What follows belongs to an exercise in optimizing a design on an open flow for small area, a short achievable clock period and few clock cycles per item; a production flow would make more cautious choices. RTL that was checked went through simulation tests only; none was proved equivalent to the original.

==> inputs of run A <==
==> flow/design.v <==
module lzw_enc (
    input  wire        clk,
    input  wire        rst,             
    input  wire        in_valid,
    output wire        in_ready,
    input  wire [7:0]  in_data,
    input  wire        in_last,         
    output wire        out_valid,
    input  wire        out_ready,
    output wire [11:0] out_code,
    output wire        out_last,        
    output wire [15:0] out_dict_size    
);
    localparam integer NDYN = 256;       
    reg [8:0] ib0, ib1;                  
    reg       ib0_v, ib1_v;
    reg       in_rdy_q;
    assign in_ready = in_rdy_q;
    wire      in_acc = in_valid && in_rdy_q;
    reg [19:0] oq0, oq1, oq2;            
    reg [1:0]  oq_n;
    reg        oq_v;                     
    wire       oq_pop = oq_v && out_ready;
    assign out_valid     = oq_v;
    assign out_code      = {3'd0, oq0[8:0]};
    assign out_dict_size = {6'd0, oq0[18:9]};
    assign out_last      = oq0[19];
    reg [8:0]  cur;                      
    reg [8:0]  cur_n;                    
    reg [7:0]  b_n;                      
    reg        have_cur;
    reg [8:0]  cnt;                      
    wire       full = cnt[8];
    wire       step = ib0_v && !oq_n[1];
    wire [7:0] b    = ib0[7:0];
    wire       bl   = ib0[8];
    reg [8:0]  ent_p [0:NDYN-1];
    reg [7:0]  ent_b [0:NDYN-1];
    reg  [15:0]  vh_gt, vh_eq, vl_gt;
    wire [255:0] ent_valid;
    genvar g;
    generate
        for (g = 0; g < NDYN; g = g + 1) begin : g_v
            assign ent_valid[g] = vh_gt[g/16] || (vh_eq[g/16] && vl_gt[g%16]);
        end
    endgenerate
    reg [NDYN-1:0] match;
    integer k;
    always @(*) begin
        for (k = 0; k < NDYN; k = k + 1)
            if (k < NDYN/2)
                match[k] = ent_valid[k] && ent_p[k] == cur && ent_b[k] == b;
            else
                match[k] = ent_valid[k] && ent_p[k] == ~cur_n && ent_b[k] == ~b_n;
    end
    reg [15:0] gh;
    reg [3:0]  gi [0:15];
    reg [7:0]  hit_idx;
    integer j, m;
    always @(*) begin
        for (j = 0; j < 16; j = j + 1) begin
            gh[j] = |match[16*j +: 16];
            gi[j] = 4'd0;
            for (m = 0; m < 16; m = m + 1)
                if (match[16*j + m]) gi[j] = gi[j] | m[3:0];
        end
        hit_idx = 8'd0;
        for (j = 0; j < 16; j = j + 1) begin
            if (gh[j]) hit_idx[7:4] = hit_idx[7:4] | j[3:0];
            hit_idx[3:0] = hit_idx[3:0] | gi[j];
        end
    end
    wire hit = |gh;
    wire wr = step && have_cur && !full;
    generate
        for (g = 0; g < NDYN; g = g + 1) begin : g_ent
            always @(posedge clk) begin
                if (wr && cnt[7:0] == g) begin
                    ent_p[g] <= cur;
                    ent_b[g] <= b;
                end
            end
        end
    endgenerate
    wire [9:0] dsz_now  = {cnt[8], ~cnt[8], cnt[7:0]};           
    wire [8:0] cnt_inc  = cnt + {8'd0, !full};
    wire [9:0] dsz_miss = {cnt_inc[8], ~cnt_inc[8], cnt_inc[7:0]};
    reg [15:0] ih_gt, ih_eq, il_gt;
    integer q;
    always @(*) begin
        for (q = 0; q < 16; q = q + 1) begin
            ih_gt[q] = cnt_inc[8] || (q < cnt_inc[7:4]);
            ih_eq[q] = !cnt_inc[8] && (q == cnt_inc[7:4]);
            il_gt[q] = (q < cnt_inc[3:0]);
        end
    end
    wire       miss   = have_cur && !hit;
    wire [7:0]  pa_lo = hit_idx | ((have_cur ? cur[7:0] : b) & {8{!hit}});
    wire        pa_hi = have_cur && (hit || cur[8]);
    wire [19:0] pa    = {!have_cur || hit, (have_cur ? dsz_now : 10'd256), pa_hi, pa_lo};
    wire [19:0] pb    = {1'b1, dsz_miss, 1'b0, b};
    wire        pa_v  = step;
    wire        pb_v  = step && bl;
    reg [8:0] ib0_nx, ib1_nx;
    reg       ib0_v_nx, ib1_v_nx;
    always @(*) begin
        ib0_nx = ib0; ib1_nx = ib1; ib0_v_nx = ib0_v; ib1_v_nx = ib1_v;
        case ({ib_pop, in_acc})
            2'b01: begin
                if (!ib0_v) begin ib0_nx = {in_last, in_data}; ib0_v_nx = 1'b1; end
                else        begin ib1_nx = {in_last, in_data}; ib1_v_nx = 1'b1; end
            end
            2'b10: begin
                ib0_nx = ib1; ib0_v_nx = ib1_v; ib1_v_nx = 1'b0;
            end
            2'b11: begin
                if (ib1_v) begin ib0_nx = ib1; ib1_nx = {in_last, in_data}; end
                else       begin ib0_nx = {in_last, in_data}; end
            end
            default: ;
        endcase
    end
    wire [1:0] oq_m   = oq_n - {1'b0, oq_pop};
    wire [1:0] oq_h   = oq_m + {1'b0, step && bl};
    wire [1:0] oq_nx  = (step && miss) ? oq_h + 2'd1 : oq_h;
    wire       ib_pop = step;
    always @(posedge clk) begin
        if (rst) begin
            ib0_v    <= 1'b0;
            ib1_v    <= 1'b0;
            in_rdy_q <= 1'b1;
            oq_n     <= 2'd0;
            oq_v     <= 1'b0;
            have_cur <= 1'b0;
            cnt      <= 9'd0;
            vh_gt    <= 16'd0;
            vh_eq    <= 16'd1;
            vl_gt    <= 16'd0;
        end else begin
            ib0   <= ib0_nx;
            b_n   <= ~ib0_nx[7:0];
            ib0_v <= ib0_v_nx;
            ib1   <= ib1_nx;
            ib1_v <= ib1_v_nx;
            in_rdy_q <= !(ib1_v ? !ib_pop || in_acc : ib0_v && !ib_pop && in_acc);
            oq_n <= oq_nx;
            oq_v <= (oq_nx != 2'd0);
            if (oq_pop) begin
                oq0 <= oq1;
                oq1 <= oq2;
            end
            if (pa_v) begin
                case (oq_m)
                    2'd0: oq0 <= pa;
                    2'd1: oq1 <= pa;
                    default: oq2 <= pa;
                endcase
            end
            if (pb_v) begin
                case (oq_m)
                    2'd0: oq1 <= pb;
                    default: oq2 <= pb;
                endcase
            end
            if (step) begin
                if (bl) begin
                    have_cur <= 1'b0;
                    cnt      <= 9'd0;
                    vh_gt    <= 16'd0;
                    vh_eq    <= 16'd1;
                    vl_gt    <= 16'd0;
                end else begin
                    have_cur <= 1'b1;
                    if (miss) begin
                        cnt   <= cnt_inc;
                        vh_gt <= ih_gt;
                        vh_eq <= ih_eq;
                        vl_gt <= il_gt;
                    end
                end
                cur   <= {hit, hit_idx | (b & {8{!hit}})};
                cur_n <= ~{hit, hit_idx | (b & {8{!hit}})};
            end
        end
    end
endmodule
==> flow/flow/run.sh <==
#!/bin/bash
set -o pipefail
bash standard.sh SETUP_SLACK_MARGIN=6.5 TNS_END_PERCENT=10 finish > flow_standard.log 2>&1
==> flow/standard.sh <==
#!/bin/bash
# synth_recipe.tcl (not shown) runs the flow's synth.tcl, then flattens the netlist and writes it again
# the make line also repeats each setting of config.mk as NAME=value (left out here)
make -C /OpenROAD-flow-scripts/flow DESIGN_CONFIG=/design/flow/config.mk WORK_HOME=/design/flow/orfs CLKGATE_MAP_FILE= SYNTH_SCRIPT=/design/flow/synth_recipe.tcl "${@:-finish}"
==> flow/config.mk <==
export PLATFORM = sky130hd
export DESIGN_NAME = lzw_enc
export DESIGN_NICKNAME = lzw_enc
export VERILOG_FILES = /design/flow/design.v
export SDC_FILE = /design/flow/constraint.sdc
export NUM_CORES = 4
export LEC_CHECK = 0
export ABC_CLOCK_PERIOD_IN_PS = 3000
export CAP_MARGIN = 30
export CORE_MARGIN = 2
export CORE_UTILIZATION = 35
export SLEW_MARGIN = 20
==> flow/constraint.sdc <==
create_clock -name core_clock -period 10.0 [get_ports {clk}]
set_input_delay 2.0000 -clock core_clock [delete_from_list [all_inputs] [get_ports {clk}]]
set_output_delay 2.0000 -clock core_clock [all_outputs]
set_load 0.01 [all_outputs]
==> run R: changes against run A <==
--- a/flow/config.mk
+++ b/flow/config.mk
@@ -8,5 +8,5 @@
 export ABC_CLOCK_PERIOD_IN_PS = 3000
 export CAP_MARGIN = 30
 export CORE_MARGIN = 2
-export CORE_UTILIZATION = 35
+export CORE_UTILIZATION = 40
 export SLEW_MARGIN = 20
==> run F: changes against run A <==
==> flow/design.v (replaced) <==
module lzw_enc (
    input  wire        clk,
    input  wire        rst,             
    input  wire        in_valid,
    output wire        in_ready,
    input  wire [7:0]  in_data,
    input  wire        in_last,         
    output wire        out_valid,
    input  wire        out_ready,
    output wire [11:0] out_code,
    output wire        out_last,        
    output wire [15:0] out_dict_size    
);
    localparam integer NDYN = 256;       
    reg [8:0] ib0, ib1;                  
    reg       ib0_v, ib1_v;
    reg       in_rdy_q;
    assign in_ready = in_rdy_q;
    wire      in_acc = in_valid && in_rdy_q;
    reg [19:0] oq0, oq1, oq2;            
    reg [1:0]  oq_n;
    wire       oq_pop = (oq_n != 2'd0) && out_ready;
    assign out_valid     = (oq_n != 2'd0);
    assign out_code      = {3'd0, oq0[8:0]};
    assign out_dict_size = {6'd0, oq0[18:9]};
    assign out_last      = oq0[19];
    reg [8:0]  cur;                      
    reg        have_cur;
    reg [8:0]  cnt;                      
    wire       full = cnt[8];
    wire       step = ib0_v && !oq_n[1];
    wire [7:0] b    = ib0[7:0];
    wire       bl   = ib0[8];
    reg [8:0]  ent_p [0:NDYN-1];
    reg [7:0]  ent_b [0:NDYN-1];
    wire [255:0] ent_valid;
    genvar g;
    generate
        for (g = 0; g < NDYN; g = g + 1) begin : g_v
            assign ent_valid[g] = full || (g < cnt[7:0]);
        end
    endgenerate
    reg [NDYN-1:0] match;
    integer k;
    always @(*) begin
        for (k = 0; k < NDYN; k = k + 1)
            match[k] = ent_valid[k] && ent_p[k] == cur && ent_b[k] == b;
    end
    wire hit = |match;
    reg [7:0] hit_idx;
    integer j;
    always @(*) begin
        hit_idx = 8'd0;
        for (j = 0; j < NDYN; j = j + 1)
            if (match[j]) hit_idx = hit_idx | j[7:0];
    end
    wire wr = step && have_cur && !full;
    generate
        for (g = 0; g < NDYN; g = g + 1) begin : g_ent
            always @(posedge clk) begin
                if (wr && cnt[7:0] == g) begin
                    ent_p[g] <= cur;
                    ent_b[g] <= b;
                end
            end
        end
    endgenerate
    wire [9:0] dsz_now  = {cnt[8], ~cnt[8], cnt[7:0]};           
    wire [8:0] cnt_inc  = cnt + {8'd0, !full};
    wire [9:0] dsz_miss = {cnt_inc[8], ~cnt_inc[8], cnt_inc[7:0]};
    reg        pa_v, pb_v;
    reg [19:0] pa, pb;
    always @(*) begin
        pa_v = 1'b0; pb_v = 1'b0;
        pa   = {1'b0, 10'd0, cur};
        pb   = {1'b1, dsz_miss, 1'b0, b};
        if (step) begin
            if (!have_cur) begin
                if (bl) begin
                    pa_v = 1'b1;
                    pa   = {1'b1, 10'd256, 1'b0, b};
                end
            end else if (hit) begin
                if (bl) begin
                    pa_v = 1'b1;
                    pa   = {1'b1, dsz_now, 1'b1, hit_idx};
                end
            end else begin
                pa_v = 1'b1;
                pb_v = bl;
            end
        end
    end
    wire [1:0] n_push = {1'b0, pa_v} + {1'b0, pb_v};
    wire [1:0] oq_m   = oq_n - {1'b0, oq_pop};
    wire       ib_pop = step;
    always @(posedge clk) begin
        if (rst) begin
            ib0_v    <= 1'b0;
            ib1_v    <= 1'b0;
            in_rdy_q <= 1'b1;
            oq_n     <= 2'd0;
            have_cur <= 1'b0;
            cnt      <= 9'd0;
        end else begin
            case ({ib_pop, in_acc})
                2'b01: begin
                    if (!ib0_v) begin ib0 <= {in_last, in_data}; ib0_v <= 1'b1; end
                    else        begin ib1 <= {in_last, in_data}; ib1_v <= 1'b1; end
                end
                2'b10: begin
                    ib0 <= ib1; ib0_v <= ib1_v; ib1_v <= 1'b0;
                end
                2'b11: begin
                    if (ib1_v) begin ib0 <= ib1; ib1 <= {in_last, in_data}; end
                    else       begin ib0 <= {in_last, in_data}; end
                end
                default: ;
            endcase
            in_rdy_q <= !(ib1_v ? !ib_pop || in_acc : ib0_v && !ib_pop && in_acc);
            oq_n <= oq_m + n_push;
            if (oq_pop) begin
                oq0 <= oq1;
                oq1 <= oq2;
            end
            if (pa_v) begin
                case (oq_m)
                    2'd0: oq0 <= pa;
                    2'd1: oq1 <= pa;
                    default: oq2 <= pa;
                endcase
                if (pb_v) begin
                    case (oq_m)
                        2'd0: oq1 <= pb;
                        default: oq2 <= pb;
                    endcase
                end
            end
            if (step) begin
                if (bl) begin
                    have_cur <= 1'b0;
                    cnt      <= 9'd0;
                end else begin
                    have_cur <= 1'b1;
                    if (have_cur && !hit)
                        cnt <= cnt_inc;
                end
                cur <= hit ? {1'b1, hit_idx} : {1'b0, b};
            end
        end
    end
endmodule
==> flow/run.sh (new file) <==
#!/bin/bash
# synth_recipe.tcl (not shown) runs the flow's synth.tcl, then flattens the netlist and writes it again
# the make line also repeats each setting of config.mk as NAME=value (left out here)
make -C /OpenROAD-flow-scripts/flow DESIGN_CONFIG=/design/flow/config.mk WORK_HOME=/design/flow/orfs CLKGATE_MAP_FILE= SYNTH_SCRIPT=/design/flow/synth_recipe.tcl finish
==> flow/config.mk (replaced) <==
export PLATFORM = sky130hd
export DESIGN_NAME = lzw_enc
export DESIGN_NICKNAME = lzw_enc
export VERILOG_FILES = /design/flow/design.v
export SDC_FILE = /design/flow/constraint.sdc
export NUM_CORES = 4
export LEC_CHECK = 0
export CAP_MARGIN = 20
export CORE_MARGIN = 2
export CORE_UTILIZATION = 40
export SLEW_MARGIN = 20
removed: flow/flow/run.sh
removed: flow/standard.sh
==> results.sh <==
export IMPL_cp_num_buf_inv=5
export IMPL_design_area_um2=236300
export IMPL_antenna_found_initial=62
export IMPL_crit_chain="buf_4 > bufbuf_16 > xnor2_2 > nor4_1 > nand3_1 > o22ai_4 > nor4_4 > nand4_1 > nor4_4 > and4_4 > nand3_4 > buf_12 > buf_6 > buf_16 > a211oi_2 > a31o_1"
export IMPL_yosysWarningCount=4
export IMPL_num_antenna_cells=47
export IMPL_status="timing/DRC/antenna clean"
export IMPL_use_met3=0.07568
export IMPL_dp_hpwl_mm=321.3
export IMPL_totalWireLength_mm=747.0
export IMPL_start_util=0.4012
export IMPL_fin_crit_ns=4.257
export IMPL_dieArea_um2=492600
export IMPL_p_per_area_nw_per_um2=224.8
export IMPL_whs_ns=0.4652
export IMPL_pre_cts_ws_ns=3.675
export IMPL_layout_common_cells="edfxtp_1, xor2_1, xnor2_1, nor4_1, buf_4"
# the run above: run R

==> results.sh <==
export IMPL_crit_chain="buf_6 > buf_16 > buf_16 > buf_4 > xnor2_2 > nor4_2 > nand3_2 > nor2_4 > nor4_4 > nand4_1 > nor4_4 > nand3_2 > or3_1 > a22o_1"
export IMPL_fin_crit_ns=4.177
export IMPL_p_per_area_nw_per_um2=223.6
export IMPL_pre_cts_ws_ns=4.059
export IMPL_dieArea_um2=562600
export IMPL_whs_ns=0.4723
export IMPL_layout_common_cells="edfxtp_1, xor2_1, xnor2_1, nor4_1, buf_4"
export IMPL_status="timing/DRC/antenna clean"
export IMPL_antenna_found_initial=71
export IMPL_cp_num_buf_inv=4
# the run above: run A

==> results.sh <==
export IMPL_layout_common_cells="edfxtp_1, xor2_1, xnor2_1, nor4_1, buf_4"
export IMPL_num_antenna_cells=30
export IMPL_whs_ns=0.6157
export IMPL_status="timing/DRC/antenna clean"
export IMPL_use_met3=0.06137
export IMPL_pre_cts_ws_ns=3.140
export IMPL_antenna_found_initial=51
export IMPL_p_per_area_nw_per_um2=181.5
export IMPL_cp_num_buf_inv=2
# the run above: run F

Testbench counts of run A, summed over its fixed seeds: cycles 136,094, bytes 136,035.
Testbench counts of run R, summed over its fixed seeds: cycles 136,094, bytes 136,035.
Function not checked in run F: the RTL went through the layout flow alone.

re-timing with driven ports:
The results above use ideal ports. As a check the final layouts listed here were re-extracted and re-timed, cells and wires unchanged.
Step 1, drivers: a clkbuf_16 drives clk and a buf_2 each remaining input, both assumed.
Step 2 also shifts input and output timing later by t, the mid clock arrival at the registers, as if the neighbouring blocks saw the same clock.
a / b / c = ideal ports / drivers / drivers and shift; a / b = the first two.
run	t, ns	setup WS [ns]	clock arrival spread, ns	worst slew at a driven data input, ns
run A	1.180	5.823 / 5.823 / 5.254	0.088 / 0.089	0.07
run R	1.150	5.743 / 5.743 / 5.048	0.062 / 0.062	0.34
run F	1.119	2.748 / 2.748 / 2.748	0.087 / 0.087	0.04
After both steps setup and hold are still met in every run listed. For run R, which loses most, drivers alone change the setup slack by 0.000 ns; drivers and shift together by -0.695 ns.
